This design comes from an exercise in tuning for small area, a short achievable clock period and few clock cycles on the open sky130 flow, not from production work.
Function was checked by simulation only, so behaviour that the tests miss may differ from the original.
No activity file was given, so power comes from the tool's default toggle rates.

==> try-cedar <==
// gfle_core
module gfle_core #(
    parameter VLMAX      = 16,
    parameter IMEM_WORDS = 1024,
    parameter DMEM_BYTES = 4096
) (
    input             clk,
    input             rst,             
    input             start,           
    input      [15:0] start_pc,
    input             abort_req,           
    output     [1:0]  state,           
    output     [7:0]  cause,
    output     [15:0] fault_pc,
    output     [31:0] fault_instr,
    output     [15:0] pc,
    output            abort_pending,
    output            imem_re,
    output     [9:0]  imem_addr,
    input      [31:0] imem_rdata,
    output            dmem_re,
    output            dmem_we,
    output     [11:0] dmem_addr,
    output     [7:0]  dmem_wdata,
    input      [7:0]  dmem_rdata
);
make LEC_CHECK=0 ABC_CLOCK_PERIOD_IN_PS=5000 CAP_MARGIN=20 CELL_PAD_IN_SITES_DETAIL_PLACEMENT=1 CELL_PAD_IN_SITES_GLOBAL_PLACEMENT=2 CORE_MARGIN=2 CORE_UTILIZATION=45 PLACE_DENSITY=0.6 SETUP_SLACK_MARGIN=4 SLEW_MARGIN=20 finish   # period 10.0 ns
run.sh (not shown) runs the stock make flow with config.mk's settings and CLKGATE_MAP_FILE= SYNTH_SCRIPT=/design/flow/synth_recipe.tcl, a recipe that flattens the netlist after the stock synthesis.
==> inputs of try-ember, as changes to try-cedar <==
--- a/flow/design.v
+++ b/flow/design.v
@@ -113,13 +113,13 @@
     reg               d_legal;
     reg  [3:0]        d_eaidx;
     reg  [2:0]        d_vaidx;
     reg  [11:0]       ph;
     reg  [4:0]        cnt;
     reg  [7:0]        bc;              
-    reg  [7:0]        r0;              
+    reg  [7:0]        r0, r1;          
     reg  [ROW-1:0]    MR, Q, W;
     reg               ae_busy;
     reg  [2:0]        ae_lvl, ae_L;
     reg  [3:0]        ae_dst;
     reg               dv_valid;        
     reg  [2:0]        dv_reg;
@@ -316,16 +316,17 @@
     wire sy_bc  = m_prod || m_pmul || m_pscale || m_pev0 || m_pev || m_gmul;
     wire sy_q   = m_horn;
     wire sy_w   = m_linv || m_sa || m_wgt || m_sq;
     wire sy_one = m_wload;
     reg  [ROW-1:0] prod, mr_nx, q_nx, w_nx;
     wire [ROW-1:0] MRsh = {MR[ROW-9:0], 8'h00};    
-    reg  [7:0]     xt, lx, ly, lp, sbc;
+    reg  [7:0]     xt, xt1, lx, ly, lp, sbc;
     integer i;
     always @(*) begin
         xt  = 8'h00;
+        xt1 = 8'h00;
         sbc = gf_sq(bc);
         for (i = 0; i < 16; i = i + 1) begin
             lx = ({8{sx_mr}} & MR[i*8 +: 8]) |
                  ({8{sx_va}} & VAm[i*8 +: 8]) |
                  ({8{sx_q}}  & Q[i*8 +: 8]) |
                  ({8{sx_vb}} & VBm[i*8 +: 8]) |
@@ -338,13 +339,14 @@
             ly = ({8{sy_bc}} & bce) |
                  ({8{sy_q}}  & Q[i*8 +: 8]) |
                  ({8{sy_w}}  & W[i*8 +: 8]) |
                  {7'b0, sy_one};
             lp = gf_mul(lx, ly);
             prod[i*8 +: 8] = lp;
-            xt = xt ^ lp;
+            if (i < 8) xt = xt ^ lp;
+            else       xt1 = xt1 ^ lp;
         end
         for (i = 0; i < 16; i = i + 1) begin
             lp = prod[i*8 +: 8];
             if (m_init)
                 mr_nx[i*8 +: 8] = (i == 0) ? 8'h01 : 8'h00;
             else if (m_prod)
@@ -355,13 +357,13 @@
                 mr_nx[i*8 +: 8] = ((i < 8) ? VAm[(2*i)*8 +: 8] : 8'h00) ^ lp;
             else if (m_pev)
                 mr_nx[i*8 +: 8] = ((i < 8) ? MR[(2*i)*8 +: 8] : 8'h00) ^ lp;
             else if (g_pscale)
                 mr_nx[i*8 +: 8] = lp;
             else if (ph[P_SB] && cnt[3:0] == i)
-                mr_nx[i*8 +: 8] = r0;
+                mr_nx[i*8 +: 8] = r0 ^ r1;
             else
                 mr_nx[i*8 +: 8] = MR[i*8 +: 8];
             if (m_init)
                 q_nx[i*8 +: 8] = 8'h00;
             else if (m_horn || m_gld)
                 q_nx[i*8 +: 8] = lp ^ bc;
@@ -700,25 +702,26 @@
                         cnt    <= lam1;
                         ph     <= 12'd1 << P_SA;
                     end
                 end
                 ph[P_SA]: begin
                     r0 <= xt;
+                    r1 <= xt1;
                     if (cnt == 5'd0) begin
                         ph <= 12'd1 << P_COMMIT;
                     end else begin
                         ph <= 12'd1 << P_SB;
                     end
                 end
                 ph[P_SB]: begin
                     bc     <= elm;
                     cnt    <= cm1;
                     ph     <= 12'd1 << P_SA;
                 end
                 ph[P_COMMIT]: begin
-                    write_v((o_lint || o_lbas) ? {MR[ROW-1:8], r0} : MR, o_pmul ? pm_len[4:0] : la);
+                    write_v((o_lint || o_lbas) ? {MR[ROW-1:8], r0 ^ r1} : MR, o_pmul ? pm_len[4:0] : la);
                     fin = 1'b1;
                 end
                 ph[P_GLD]: begin
                     cnt <= 5'd0;
                     ph  <= 12'd1 << P_LINV;
                 end
--- a/flow/config.mk
+++ b/flow/config.mk
@@ -7,10 +7,10 @@
 export LEC_CHECK = 0
 export ABC_CLOCK_PERIOD_IN_PS = 5000
 export CAP_MARGIN = 20
 export CELL_PAD_IN_SITES_DETAIL_PLACEMENT = 1
 export CELL_PAD_IN_SITES_GLOBAL_PLACEMENT = 2
 export CORE_MARGIN = 2
-export CORE_UTILIZATION = 45
-export PLACE_DENSITY = 0.6
-export SETUP_SLACK_MARGIN = 4
+export CORE_UTILIZATION = 35
+export PLACE_DENSITY = 0.5
+export SETUP_SLACK_MARGIN = 3.5
 export SLEW_MARGIN = 20
==> inputs of try-xenon, as changes to try-cedar <==
--- a/flow/design.v
+++ b/flow/design.v
@@ -33,15 +33,15 @@
                      OP_GADD = 8'h10, OP_GNEG = 8'h11, OP_GMUL = 8'h12, OP_GINV = 8'h13,
                      OP_PEVAL = 8'h20, OP_PADD = 8'h21, OP_PMUL = 8'h22, OP_PSCALE = 8'h23,
                      OP_LBASIS = 8'h30, OP_LINTERP = 8'h31,
                      OP_ELI = 8'h40, OP_EMOV = 8'h41, OP_EINC = 8'h42, OP_ELD = 8'h43, OP_EST = 8'h44,
                      OP_VLD = 8'h48, OP_VST = 8'h49, OP_VMOV = 8'h4A, OP_VLEN = 8'h4B,
                      OP_VGET = 8'h4C, OP_VSET = 8'h4D, OP_VCLR = 8'h4E;
-    localparam integer P0 = 0, P_ELD = 1, P_PMUL = 2, P_BPROD = 3, P_HORN = 4,
-                       P_SQ = 5, P_LINV = 6, P_WGT = 7, P_SA = 8, P_SB = 9,
-                       P_GLD = 10, P_COMMIT = 11;
+    localparam [3:0] P0 = 4'd0, P_ELD = 4'd1, P_PMUL = 4'd2, P_BPROD = 4'd3, P_HORN = 4'd4,
+                     P_SQ = 4'd5, P_LINV = 4'd6, P_WGT = 4'd7, P_SA = 4'd8, P_SB = 4'd9,
+                     P_GLD = 4'd10, P_COMMIT = 4'd11;
     function [7:0] red15(input [14:0] p);
         reg [14:0] t;
         integer n;
         begin
             t = p;
             for (n = 14; n >= 8; n = n - 1)
@@ -110,13 +110,13 @@
     reg               btb_v;
     reg  [9:0]        btb_pc, btb_tgt;
     reg  [26:0]       dop;             
     reg               d_legal;
     reg  [3:0]        d_eaidx;
     reg  [2:0]        d_vaidx;
-    reg  [11:0]       ph;
+    reg  [3:0]        ph;
     reg  [4:0]        cnt;
     reg  [7:0]        bc;              
     reg  [7:0]        r0;              
     reg  [ROW-1:0]    MR, Q, W;
     reg               ae_busy;
     reg  [2:0]        ae_lvl, ae_L;
@@ -142,13 +142,13 @@
     wire [3:0]  fb     = ir[15:12];
     wire [7:0]  imm8   = ir[7:0];
     wire [7:0]  len8   = ir[19:12];
     wire [11:0] addr12 = ir[11:0];
     wire [15:0] off16  = ir[15:0];
     wire        running = (eng_state == ST_RUN);
-    wire        ph0     = ph[P0];
+    wire        ph0     = (ph == P0);
     function [26:0] decode(input [7:0] o);
         begin
             decode = 27'd0;
             case (o)
                 OP_HALT:    decode[0]  = 1'b1;
                 OP_JMP:     decode[1]  = 1'b1;
@@ -211,13 +211,13 @@
     wire [2:0]  pev_l = (la > 8) ? 3'd4 : (la > 4) ? 3'd3 : (la > 2) ? 3'd2 : 3'd1;
     wire [4:0]  lam1    = la - 5'd1;
     wire [4:0]  cm1     = cnt - 5'd1;
     wire [3:0]  ela_idx = o_vget ? e_b[3:0] : (o_pmul && ph0) ? lam1[3:0] :
                           o_pmul ? cm1[3:0] : (cnt[3:0] + 4'd1);
     wire [7:0]  ela     = VA[ela_idx*8 +: 8];
-    wire [3:0]  elm_idx = ph[P_HORN] ? {cm1[2:0], 1'b1} : cm1[3:0];
+    wire [3:0]  elm_idx = (ph == P_HORN) ? {cm1[2:0], 1'b1} : cm1[3:0];
     wire [7:0]  elm     = MR[elm_idx*8 +: 8];
     wire [7:0]  bce     = (ph0 && !ae_busy) ? e_b : bc;
     wire [12:0] vld_end  = {1'b0, addr12} + {5'b0, len8};
     wire [12:0] vst_end  = {1'b0, addr12} + {8'b0, la};
     wire [5:0]  pm_len   = {1'b0, la} + {1'b0, lb} - 6'd1;
     wire [4:0]  padd_len = (la > lb) ? la : lb;
@@ -255,13 +255,13 @@
                     o_vset || o_vclr;
     wire any_busy = ae_busy || me_busy;
     wire ae_last  = ae_busy && (ae_lvl == ae_L - 3'd1);
     wire me_load  = me_busy && !me_store;
     wire e_haz    = ae_busy && ((uses_ea && fa == ae_dst) || (uses_eb && fb == ae_dst) ||
                                 (uses_ed && fd == ae_dst));
-    wire defer    = o_vset && ae_busy && !ae_last && !dv_valid && !me_load &&
+    wire defer    = o_vset && ae_busy && !ae_last && !dv_valid && !me_busy &&
                     fb == ae_dst && fa != ae_dst && !flt;
     wire vm_dv    = dv_valid && ((uses_va && fa[2:0] == dv_reg) || (uses_vb && fb[2:0] == dv_reg) ||
                                  (uses_vd && fd[2:0] == dv_reg));
     wire vm_me    = me_load && !o_lint &&
                     ((uses_va && fa[2:0] == me_reg) || (uses_vb && fb[2:0] == me_reg) ||
                      (uses_vd && fd[2:0] == me_reg) ||
@@ -289,23 +289,23 @@
     wire m_wload  = s0 && o_vst;
     wire g_pev0   = go0 && o_peval;
     wire g_pscale = go0 && o_pscale;
     wire g_wload  = go0 && o_vst;
     wire m_init   = go0 && (o_lbas || o_lint);
     wire m_pev    = ae_busy;
-    wire m_prod   = ph[P_BPROD] && !bp_wait;
-    wire m_pmul   = ph[P_PMUL];
-    wire m_gld    = ph[P_GLD];
-    wire m_horn   = (ph[P_HORN] && !hn_wait) || ph[P_SB];
-    wire m_copy   = (ph[P_HORN] && !hn_wait && (cnt == 5'd0)) || m_gld;
-    wire m_sq     = ph[P_SQ];
-    wire m_linv   = ph[P_LINV];
-    wire m_wgt    = ph[P_WGT] && !me_busy;
+    wire m_prod   = (ph == P_BPROD) && !bp_wait;
+    wire m_pmul   = (ph == P_PMUL);
+    wire m_gld    = (ph == P_GLD);
+    wire m_horn   = ((ph == P_HORN) && !hn_wait) || (ph == P_SB);
+    wire m_copy   = ((ph == P_HORN) && !hn_wait && (cnt == 5'd0)) || m_gld;
+    wire m_sq     = (ph == P_SQ);
+    wire m_linv   = (ph == P_LINV);
+    wire m_wgt    = (ph == P_WGT) && !me_busy;
     wire bp_wait  = me_load && me_reg == fa[2:0] && (cnt + 5'd3 > me_cnt);
     wire hn_wait  = me_load && me_reg == fa[2:0];
-    wire m_sa     = ph[P_SA];
+    wire m_sa     = (ph == P_SA);
     wire m_wshift = me_busy && me_store;
     wire pm_first = (cnt == lam1);
     wire sx_mr  = m_prod;
     wire sx_va  = m_pscale || m_horn || m_wload;
     wire sx_va2 = m_pev0;
     wire sx_mr2 = m_pev;
@@ -354,13 +354,13 @@
             else if (g_pev0)
                 mr_nx[i*8 +: 8] = ((i < 8) ? VAm[(2*i)*8 +: 8] : 8'h00) ^ lp;
             else if (m_pev)
                 mr_nx[i*8 +: 8] = ((i < 8) ? MR[(2*i)*8 +: 8] : 8'h00) ^ lp;
             else if (g_pscale)
                 mr_nx[i*8 +: 8] = lp;
-            else if (ph[P_SB] && cnt[3:0] == i)
+            else if ((ph == P_SB) && cnt[3:0] == i)
                 mr_nx[i*8 +: 8] = r0;
             else
                 mr_nx[i*8 +: 8] = MR[i*8 +: 8];
             if (m_init)
                 q_nx[i*8 +: 8] = 8'h00;
             else if (m_horn || m_gld)
@@ -466,24 +466,25 @@
             efile         <= {16*8{1'b0}};
             vlen          <= {8*LW{1'b0}};
             irv           <= 1'b0;
             qcnt          <= 2'd0;
             inflight      <= 1'b0;
             btb_v         <= 1'b0;
-            ph            <= 12'd1 << P0;
+            ph            <= P0;
             ae_busy       <= 1'b0;
             dv_valid      <= 1'b0;
             me_busy       <= 1'b0;
             me_rdq        <= 1'b0;
             mp_v <= 1'b0;
         end else if (!running) begin
             irv      <= 1'b0;
             qcnt     <= 2'd0;
             inflight <= 1'b0;
+            btb_v    <= 1'b0;
             fpc      <= start_pc[9:0];
-            ph      <= 12'd1 << P0;
+            ph      <= P0;
             ae_busy <= 1'b0;
             dv_valid <= 1'b0;
             me_busy <= 1'b0;
             me_rdq  <= 1'b0;
             mp_v <= 1'b0;
             if (start) begin
@@ -532,14 +533,14 @@
                             me_busy <= 1'b0;
                         end
                     end
                 end
             end
             if (irv) begin
-                case (1'b1)
-                ph[P0]: if (!hold) begin
+                case (ph)
+                P0: if (!hold) begin
                     if (flt) begin
                         stop_fault(flt_c, (flt_c == C_ABORT || flt_c == C_FETCH) ? 32'h0 : ir);
                     end else begin
                         case (op)
                         OP_HALT: begin
                             pc_r       <= pc1;
@@ -553,13 +554,13 @@
                         OP_ELI:  write_e(imm8);
                         OP_EINC: write_e(e_a + 8'd1);
                         OP_VLEN: write_e({3'b0, la});
                         OP_VGET: write_e(ela);
                         OP_GINV: begin
                             bc <= e_a;
-                            ph <= 12'd1 << P_GLD;
+                            ph <= P_GLD;
                         end
                         OP_PEVAL: begin
                             bc <= gf_sq(e_b);
                             if (pev_l == 3'd1) begin
                                 write_e(pev_res);
                             end else begin
@@ -569,13 +570,13 @@
                                 ae_dst  <= fd;
                             end
                         end
                         OP_PADD:   write_v(VAm ^ VBm, padd_len);
                         OP_VMOV:   write_v(VAm, la);
                         OP_VCLR:   write_v({ROW{1'b0}}, imm8[LW-1:0]);
-                        OP_PSCALE: ph <= 12'd1 << P_COMMIT;
+                        OP_PSCALE: ph <= P_COMMIT;
                         OP_VSET: begin
                             if (defer) begin
                                 dv_valid <= 1'b1;
                                 dv_reg   <= fd[2:0];
                                 dv_idx   <= e_a[3:0];
                             end else begin
@@ -587,26 +588,26 @@
                         OP_PMUL: begin
                             if (la == 0 || lb == 0) begin
                                 write_v({ROW{1'b0}}, 5'd0);
                             end else begin
                                 bc     <= ela;
                                 cnt    <= lam1;
-                                ph     <= 12'd1 << P_PMUL;
+                                ph     <= P_PMUL;
                             end
                         end
                         OP_LBASIS, OP_LINTERP: begin
                             if (la == 0) begin
                                 write_v({ROW{1'b0}}, 5'd0);
                             end else begin
                                 bc  <= VA[7:0];
                                 cnt <= 5'd0;
-                                ph  <= 12'd1 << P_BPROD;
+                                ph  <= P_BPROD;
                             end
                         end
                         OP_ELD: begin
-                            ph     <= 12'd1 << P_ELD;
+                            ph     <= P_ELD;
                         end
                         OP_EST: begin
                             dm_we_r    <= 1'b1;
                             dm_addr_r  <= addr12;
                             dm_wdata_r <= e_a;
                         end
@@ -641,116 +642,116 @@
                         endcase
                         if (!stop && !(o_pmul && la != 0 && lb != 0) && !((o_lbas || o_lint) && la != 0) &&
                             !o_ginv && !o_eld && !o_pscale)
                             fin = 1'b1;
                     end
                 end
-                ph[P_ELD]: begin
+                P_ELD: begin
                     write_e(dmem_rdata);
                     fin = 1'b1;
                 end
-                ph[P_PMUL]: begin
+                P_PMUL: begin
                     bc <= ela;
                     if (cnt == 5'd0) begin
-                        ph <= 12'd1 << P_COMMIT;
+                        ph <= P_COMMIT;
                     end else begin
                         cnt    <= cm1;
                     end
                 end
-                ph[P_BPROD]: if (!bp_wait) begin
+                P_BPROD: if (!bp_wait) begin
                     bc <= ela;
                     if (cnt == lam1) begin
                         bc  <= 8'h00;
                         cnt <= {1'b0, lam1[4:1]} + 5'd1;
-                        ph  <= 12'd1 << P_HORN;
+                        ph  <= P_HORN;
                     end else begin
                         cnt <= cnt + 5'd1;
                     end
                 end
-                ph[P_HORN]: if (!hn_wait) begin
+                P_HORN: if (!hn_wait) begin
                     bc <= gf_sqrt(elm);
                     if (cnt == 5'd0) begin
                         cnt <= 5'd0;
-                        ph  <= 12'd1 << P_LINV;
+                        ph  <= P_LINV;
                     end else begin
                         cnt <= cm1;
                     end
                 end
-                ph[P_LINV]: begin
+                P_LINV: begin
                     if (cnt == 5'd0 && dupx) begin
                         if (!me_busy) stop_fault(o_lint ? C_DUPX : C_ZINV, ir);
                     end else if (cnt == 5'd5) begin
                         cnt <= 5'd0;
-                        ph  <= 12'd1 << P_SQ;
+                        ph  <= P_SQ;
                     end else begin
                         cnt <= cnt + 5'd1;
                     end
                 end
-                ph[P_SQ]: begin
+                P_SQ: begin
                     if (o_ginv) begin
                         write_e(W[7:0]);
                         fin = 1'b1;
                     end else begin
                         cnt <= la;
-                        ph  <= 12'd1 << P_WGT;
+                        ph  <= P_WGT;
                     end
                 end
-                ph[P_WGT]: begin
+                P_WGT: begin
                     if (!me_busy) begin
                         bc     <= elm;
                         cnt    <= lam1;
-                        ph     <= 12'd1 << P_SA;
+                        ph     <= P_SA;
                     end
                 end
-                ph[P_SA]: begin
+                P_SA: begin
                     r0 <= xt;
                     if (cnt == 5'd0) begin
-                        ph <= 12'd1 << P_COMMIT;
+                        ph <= P_COMMIT;
                     end else begin
-                        ph <= 12'd1 << P_SB;
+                        ph <= P_SB;
                     end
                 end
-                ph[P_SB]: begin
+                P_SB: begin
                     bc     <= elm;
                     cnt    <= cm1;
-                    ph     <= 12'd1 << P_SA;
+                    ph     <= P_SA;
                 end
-                ph[P_COMMIT]: begin
+                P_COMMIT: begin
                     write_v((o_lint || o_lbas) ? {MR[ROW-1:8], r0} : MR, o_pmul ? pm_len[4:0] : la);
                     fin = 1'b1;
                 end
-                ph[P_GLD]: begin
+                P_GLD: begin
                     cnt <= 5'd0;
-                    ph  <= 12'd1 << P_LINV;
+                    ph  <= P_LINV;
                 end
-                default: ;
+                default: ph <= P0;
                 endcase
             end
             flush = 1'b0;
             ftgt  = pc1[9:0];
             if (fin && o_br && !stop) begin
                 if (br_taken) begin
                     btb_v   <= 1'b1;
                     btb_pc  <= pc_r[9:0];
                     btb_tgt <= tgt[9:0];
                 end
-                flush = (br_taken != ir_pred) || (br_taken && tgt[9:0] != btb_tgt);
+                flush = (br_taken != ir_pred);
                 ftgt  = br_taken ? tgt[9:0] : pc1[9:0];
             end else if (fin && ir_pred) begin
                 flush = 1'b1;
             end
             if (fin && !stop)
                 pc_r <= (o_br && br_taken) ? tgt : pc1;
             if (stop || flush) begin
                 irv      <= 1'b0;
                 qcnt     <= 2'd0;
                 inflight <= 1'b0;
-                ph       <= 12'd1 << P0;
+                ph       <= P0;
                 fpc      <= ftgt;
             end else begin
-                if (fin) ph <= 12'd1 << P0;
+                if (fin) ph <= P0;
                 take = (!irv || fin) && (qcnt != 2'd0 || inflight);
                 if (!irv || fin) irv <= take;
                 if (take) begin
                     nxt      = (qcnt != 2'd0) ? q0 : {inf_pred, imem_rdata};
                     ir       <= nxt[31:0];
                     ir_pred  <= nxt[32];
==> flow/config.mk (replaced) <==
export PLATFORM = sky130hd
export DESIGN_NAME = gfle_core
export DESIGN_NICKNAME = gfle_core
export VERILOG_FILES = /design/flow/design.v
export SDC_FILE = /design/flow/constraint.sdc
export NUM_CORES = 4
export LEC_CHECK = 0
export ABC_CLOCK_PERIOD_IN_PS = 6000
export CAP_MARGIN = 20
export CELL_PAD_IN_SITES_DETAIL_PLACEMENT = 1
export CELL_PAD_IN_SITES_GLOBAL_PLACEMENT = 2
export CORE_MARGIN = 2
export CORE_UTILIZATION = 45
export PLACE_DENSITY = 0.6
export SETUP_SLACK_MARGIN = 3
export SLEW_MARGIN = 20
==> comparison table <==
item                                                                     try-cedar                 try-ember                   try-xenon
Status                                                   aborted with a tool error  no timing/DRC/antenna violations  complete, but fails checks
Last stage reached                                                         5_1_grt                         -                           -
Reasons for failing layout checks                                                -                         -           capacitance limit
Mean post-synth cell area                                                 9.95 um2                  9.94 um2                    9.87 um2
Count of multi-input combinational gates                                         -                    11,600                      11,500
Logic power comb                                                                 -                   1.01 mW                      833 uW
Pins over their slew limit                                                       -                         0                           0
TNS Setup                                                                        -                      0 ps                        0 ps
Amount of wire on met3 after detailed routing                                    -                126,000 um                  164,000 um
Die Span X                                                                  575 um                    654 um                      573 um
Max Cap Viol                                                                     -                         0                           1
Post-CTS Setup Repair Bufs                                                   1,074                       309                          76
GPL Wtd Cong                                                                  1.09                      1.04                        1.13
Area of the die                                                                  -               428,000 um2                 329,000 um2
Cell type of the slowest stage on the worst timing path                          -  sky130_fd_sc_hd__a21oi_4    sky130_fd_sc_hd__a31oi_4
Data arrival time of the critical path                                           -                   7360 ps                     7940 ps
Kind of critical path                                                            -      register to register        register to register
Count of state elements after synthesis                                      1,938                     1,946                       1,930
Testbench counts of try-cedar, summed over its fixed seeds: cycles 22,141.
Testbench counts of try-ember, summed over its fixed seeds: cycles 22,141.
Testbench counts of try-xenon, summed over its fixed seeds: cycles 22,941.

## static timing again, ports no longer ideal
In the flow no input, the clock included, has a driving cell. The finished layouts below were timed again as built, in two steps. Step 1 sets driving cells, clkbuf_16 on the clock port and buf_2 on the other inputs (assumed; they add their load-dependent delay and slew). Step 2 adds t to the input delays and takes it off the output delays; t is the mean of the earliest and latest rising clock arrival at the registers after step 1. Input paths then give back, and output paths get back, about the clock's delay inside the block. Three values: no drivers, after step 1, after step 2; two values: the first two.
run | t (ns) | setup WS [ns] | worst setup path after step 2
try-ember | 1.108 | 3.277 / 3.277 / 3.277 | register to register
try-xenon | 1.114 | 2.738 / 2.738 / 2.738 | register to register
